This is an optimization exercise on Yosys and OpenROAD, whose aim is small area, a short achievable clock period and few clock cycles, not a production implementation. In this exercise RTL edits were held to simulation tests only and were not proved equivalent to the original. Power is estimated from default activity; no workload was simulated.

## lane 1
==> flow/design.v <==
module fsyn_calc (
    input             clk,
    input             rst,
    input             in_valid,
    output            in_ready,
    input      [31:0] in_freq,
    output            out_valid,
    output     [31:0] ms_a,
    output     [19:0] ms_b,
    output     [17:0] ms_p1,
    output     [19:0] ms_p2,
    output            ms_range_err,
    output            div_zero,
    output     [31:0] dds_word,
    output            dds_alias
);
    localparam [31:0] VCO_HZ = 32'd900000000;
    localparam [20:0] DDS_D  = 21'd1953125;           
    localparam [22:0] DDS_D2 = 23'd3906250;
    localparam [22:0] DDS_D3 = 23'd5859375;
    localparam [25:0] DDS_C  = 26'd976562;            
    localparam integer P     = 6;                     
    localparam integer NPRE  = P / 2;
    localparam [2:0] M_NORM = 3'd0, M_A = 3'd1, M_BINIT = 3'd2, M_B = 3'd3, M_DONE = 3'd4;
    reg         busy;
    reg  [31:0] f;
    reg  [33:0] f3;              
    reg         dz;
    reg         alias_r;
    reg  [2:0]  ms_st;
    reg         ms_done;
    reg  [5:0]  ms_j;
    reg  [31:0] ms_R;
    reg  [1:0]  ms_nb;
    reg  [29:0] Qa;
    reg  [19:0] Qb;
    reg  [10:0] p1_hi;
    reg         err_a, a_eq2048, b_zero;
    reg         d_run;
    reg  [5:0]  d_p;
    reg  [20:0] Rd;
    reg  [1:0]  d_nb;
    reg  [31:0] Qd;
    assign out_valid = busy & ms_done & ~d_run;
    assign in_ready  = ~busy | (ms_done & ~d_run);
    wire accept = in_valid & in_ready;
    function [1:0] vco_bits(input [5:0] j);
        vco_bits = {(j < 32) ? VCO_HZ[31 - j] : 1'b0, (j + 1 < 32) ? VCO_HZ[30 - j] : 1'b0};
    endfunction
    integer i;
    reg [5:0]  nm_j0;
    reg [31:0] nm_R0;
    always @(*) begin
        nm_j0 = 6'd0;
        for (i = 0; i < 32; i = i + 1)
            if (f[i]) nm_j0 = ((i + 2 > 32 ? 32 : i + 2) / 2) * 2;
        nm_R0 = VCO_HZ >> (6'd32 - nm_j0);
    end
    wire [33:0] ms_x  = {ms_R, ms_nb};
    wire [34:0] ms_d1 = {1'b0, ms_x} - {3'b000, f};
    wire [34:0] ms_d2 = {1'b0, ms_x} - {2'b00, f, 1'b0};
    wire [34:0] ms_d3 = {1'b0, ms_x} - {1'b0, f3};
    wire [1:0]  ms_q  = ~ms_d3[34] ? 2'd3 : ~ms_d2[34] ? 2'd2 : ~ms_d1[34] ? 2'd1 : 2'd0;
    wire [31:0] ms_Rn = ~ms_d3[34] ? ms_d3[31:0] : ~ms_d2[34] ? ms_d2[31:0] :
                        ~ms_d1[34] ? ms_d1[31:0] : ms_x[31:0];
    wire ms_last = (ms_j == 6'd30);
    wire [29:0] br    = ms_R[29:0];
    wire [9:0]  b_rh  = br[29:20];
    wire        bl_nz = |br[19:0];
    wire [29:0] b_t1  = br + {20'hFFFFF, ~b_rh};                  
    wire [29:0] b_t0  = (b_rh == 10'd0) ? 30'd0 : {b_rh - 10'd1, 20'd0 - {10'd0, b_rh}};
    wire [29:0] b_top = bl_nz ? b_t1 : b_t0;
    wire [19:0] b_low = ~br[19:0] + 20'd1;
    wire [22:0] d_x  = {Rd, d_nb};
    wire [23:0] d_d1 = {1'b0, d_x} - {3'b000, DDS_D};
    wire [23:0] d_d2 = {1'b0, d_x} - {1'b0, DDS_D2};
    wire [23:0] d_d3 = {1'b0, d_x} - {1'b0, DDS_D3};
    wire [1:0]  d_q  = ~d_d3[23] ? 2'd3 : ~d_d2[23] ? 2'd2 : ~d_d1[23] ? 2'd1 : 2'd0;
    wire [20:0] Rdn  = ~d_d3[23] ? d_d3[20:0] : ~d_d2[23] ? d_d2[20:0] :
                       ~d_d1[23] ? d_d1[20:0] : d_x[20:0];
    wire          in_long = |in_freq[31:27] | &in_freq[26:24];
    wire          d_pre   = (d_p < NPRE);
    wire [P+31:0] d_seq   = {f[5+P:0], DDS_C};
    wire [5:0]    d_pn    = d_p + 6'd1;
    wire [1:0]    d_nb_n  = d_seq[P+31-2*d_pn -: 2];
    always @(posedge clk) begin
        if (rst) begin
            busy <= 1'b0;
        end else if (accept) begin
            busy <= 1'b1;
        end else if (out_valid) begin
            busy <= 1'b0;
        end
    end
    always @(posedge clk) begin
        if (accept) begin
            f       <= in_freq;
            ms_st   <= M_NORM;
            ms_done <= 1'b0;
            d_run   <= 1'b1;
        end else begin
            case (ms_st)
                M_NORM: begin
                    ms_j  <= nm_j0;
                    ms_st <= (f == 32'd0) ? M_DONE : (nm_j0 == 6'd32) ? M_BINIT : M_A;
                    if (f == 32'd0) ms_done <= 1'b1;
                end
                M_A:     begin ms_j <= ms_j + 6'd2; if (ms_last) ms_st <= M_BINIT; end
                M_BINIT: begin ms_j <= 6'd12; ms_st <= M_B; end
                M_B:     begin
                    ms_j <= ms_j + 6'd2;
                    if (ms_last) begin ms_st <= M_DONE; ms_done <= 1'b1; end
                end
                default: ;
            endcase
            if (d_p == NPRE + 15) d_run <= 1'b0;
        end
    end
    always @(posedge clk) begin
        dz       <= (f == 32'd0);
        alias_r  <= (f > 32'd62500000);
        f3       <= {2'b00, f} + {1'b0, f, 1'b0};
        p1_hi    <= dz ? 11'd0 : Qa[10:0] - 11'd4;
        err_a    <= ~dz & (~|Qa[29:3] | (|Qa[29:11] & (Qa != 30'd2048)));
        a_eq2048 <= ~dz & (Qa == 30'd2048);
        case (ms_st)
            M_NORM:  begin ms_R <= nm_R0;           ms_nb <= vco_bits(nm_j0); end
            M_A:     begin ms_R <= ms_Rn;           ms_nb <= vco_bits(ms_j + 6'd2); end
            M_BINIT: begin ms_R <= {2'b00, b_top};  ms_nb <= b_low[19:18]; end
            default: begin ms_R <= ms_Rn;           ms_nb <= Qb[19:18]; end
        endcase
        if (accept) begin
            Rd   <= in_long ? in_freq[31:6+P] : in_freq[26:6];
            d_nb <= in_long ? in_freq[5+P -: 2] : in_freq[5 -: 2];
            d_p  <= in_long ? 6'd0 : NPRE;
        end else begin
            Rd   <= Rdn;
            d_nb <= d_nb_n;
            d_p  <= d_p + 6'd1;
        end
    end
    always @(posedge clk) begin
        begin
            case (ms_st)
                M_NORM: begin
                    Qa <= 30'd0;
                    Qb <= 20'd0;
                end
                M_A: Qa <= {Qa[27:0], ms_q};
                M_BINIT: begin
                    Qb     <= {b_low[17:0], 2'b00};
                    b_zero <= 1'b1;
                end
                M_B: begin
                    Qb     <= {Qb[17:0], ms_q};
                    b_zero <= b_zero & ~|ms_q;
                end
                default: ;
            endcase
            if (d_run && !d_pre) Qd <= {Qd[29:0], d_q};
        end
    end
    assign ms_a         = {2'b00, Qa};
    assign ms_b         = Qb;
    assign ms_p1        = {p1_hi, Qb[19:13]};
    assign ms_p2        = {Qb[12:0], Qb[19:13]};
    assign ms_range_err = err_a | (a_eq2048 & ~b_zero);
    assign div_zero     = dz;
    assign dds_word     = Qd;
    assign dds_alias    = alias_r;
endmodule
export LEC_CHECK = 0
export ABC_CLOCK_PERIOD_IN_PS = 3500
export CAP_MARGIN = 20
export CORE_MARGIN = 2
export CORE_UTILIZATION = 60
export SLEW_MARGIN = 20
create_clock -name core_clock -period 10.0 [get_ports {clk}]
standard.sh (not shown) runs the stock make flow with config.mk's settings and CLKGATE_MAP_FILE= SYNTH_SCRIPT=/design/flow/synth_recipe.tcl, a recipe that flattens the netlist after the stock synthesis.
==> flow/flow/run.sh <==
#!/bin/bash
# Standard ORFS layout (the standard.sh, unchanged synthesis), with timing
# repair aiming at a setup slack of MARGIN ns against the design's own clock
# constraint, so the layout closes at a shorter achieved period.
set -euo pipefail
cd "$(dirname "$0")/.."
bash standard.sh SETUP_SLACK_MARGIN=6.2 finish > standard_flow.log 2>&1
Testbench counts of lane 1, summed over its fixed seeds: cycles 40,931.
Relative to lane 1, the following input files were edited for lane 2:
--- a/flow/design.v
+++ b/flow/design.v
@@ -23,9 +23,8 @@
     localparam integer NPRE  = P / 2;
     localparam [2:0] M_NORM = 3'd0, M_A = 3'd1, M_BINIT = 3'd2, M_B = 3'd3, M_DONE = 3'd4;
     reg         busy;
     reg  [31:0] f;
-    reg  [33:0] f3;              
     reg         dz;
     reg         alias_r;
     reg  [2:0]  ms_st;
     reg         ms_done;
@@ -58,9 +57,14 @@
     end
     wire [33:0] ms_x  = {ms_R, ms_nb};
     wire [34:0] ms_d1 = {1'b0, ms_x} - {3'b000, f};
     wire [34:0] ms_d2 = {1'b0, ms_x} - {2'b00, f, 1'b0};
-    wire [34:0] ms_d3 = {1'b0, ms_x} - {1'b0, f3};
+    wire [34:0] ms_ca = {1'b0, ms_x};
+    wire [34:0] ms_cb = {3'b111, ~f};
+    wire [34:0] ms_cc = {2'b11, ~f, 1'b1};
+    wire [34:0] ms_cs = ms_ca ^ ms_cb ^ ms_cc;
+    wire [34:0] ms_cy = (ms_ca & ms_cb) | (ms_ca & ms_cc) | (ms_cb & ms_cc);
+    wire [34:0] ms_d3 = ms_cs - {~ms_cy[33:0], 1'b0};
     wire [1:0]  ms_q  = ~ms_d3[34] ? 2'd3 : ~ms_d2[34] ? 2'd2 : ~ms_d1[34] ? 2'd1 : 2'd0;
     wire [31:0] ms_Rn = ~ms_d3[34] ? ms_d3[31:0] : ~ms_d2[34] ? ms_d2[31:0] :
                         ~ms_d1[34] ? ms_d1[31:0] : ms_x[31:0];
     wire ms_last = (ms_j == 6'd30);
@@ -118,9 +122,8 @@
     end
     always @(posedge clk) begin
         dz       <= (f == 32'd0);
         alias_r  <= (f > 32'd62500000);
-        f3       <= {2'b00, f} + {1'b0, f, 1'b0};
         p1_hi    <= dz ? 11'd0 : Qa[10:0] - 11'd4;
         err_a    <= ~dz & (~|Qa[29:3] | (|Qa[29:11] & (Qa != 30'd2048)));
         a_eq2048 <= ~dz & (Qa == 30'd2048);
         case (ms_st)
[summary]
Lane 2: worst slew slack as a fraction of its limit higher than lane 1. Delta (lane 2 minus lane 1): static leakage power has decreased, power after layout has increased. Of lane 1 and lane 2, lane 2 shows the lower die area, with lane 1 above it. Comparing lane 1 and lane 2, the higher fraction of the mapped netlist area in compound gates was measured on lane 1. Worst setup path endpoint = ms_R[28]: lane 1; worst setup path endpoint = ms_R[13]: lane 2. Lane 2 ends up with a simple-gate area share of the yosys netlist that is 0.25 points higher than in lane 1. Looking at first-pass GRT wire length, lane 2 sits 5.6% below lane 1. What lane 1 reported for number of clock buffers in the layout has to be multiplied by 1.06 to get the figure for lane 2. Lane 1 has lower data arrival time of the worst path than lane 2. Lane 2: number of buffers other than clock buffers in the final layout 60 above lane 1.
Testbench counts of lane 2, summed over its fixed seeds: cycles 40,931.

-- port drivers added, routing unchanged --
The flow's constraints put no driver on any port. The routed layouts listed below were extracted and timed again, unchanged, in two steps. Step 1 sets driving cells, clkbuf_16 on the clock port and buf_2 on the other inputs (assumed; they add their load-dependent delay and slew). Step 2 also shifts input and output timing later by t, the mid clock arrival at the registers, as if the neighbouring blocks saw the same clock. Three values: no drivers, after step 1, after step 2; two values: the first two.
run | shift t [ns] | slack for setup (ns) | worst setup path after step 2 | cell pins on the clock port's net
lane 1 | 0.625 | 6.166 / 6.166 / 5.687 | input to register | 1
lane 2 | 0.585 | 6.070 / 6.070 / 5.797 | input to register | 1
After both steps setup and hold are still met in every run listed. The setup slack of lane 1, which loses most, moves by 0.000 ns with the drivers and by -0.479 ns with both steps.
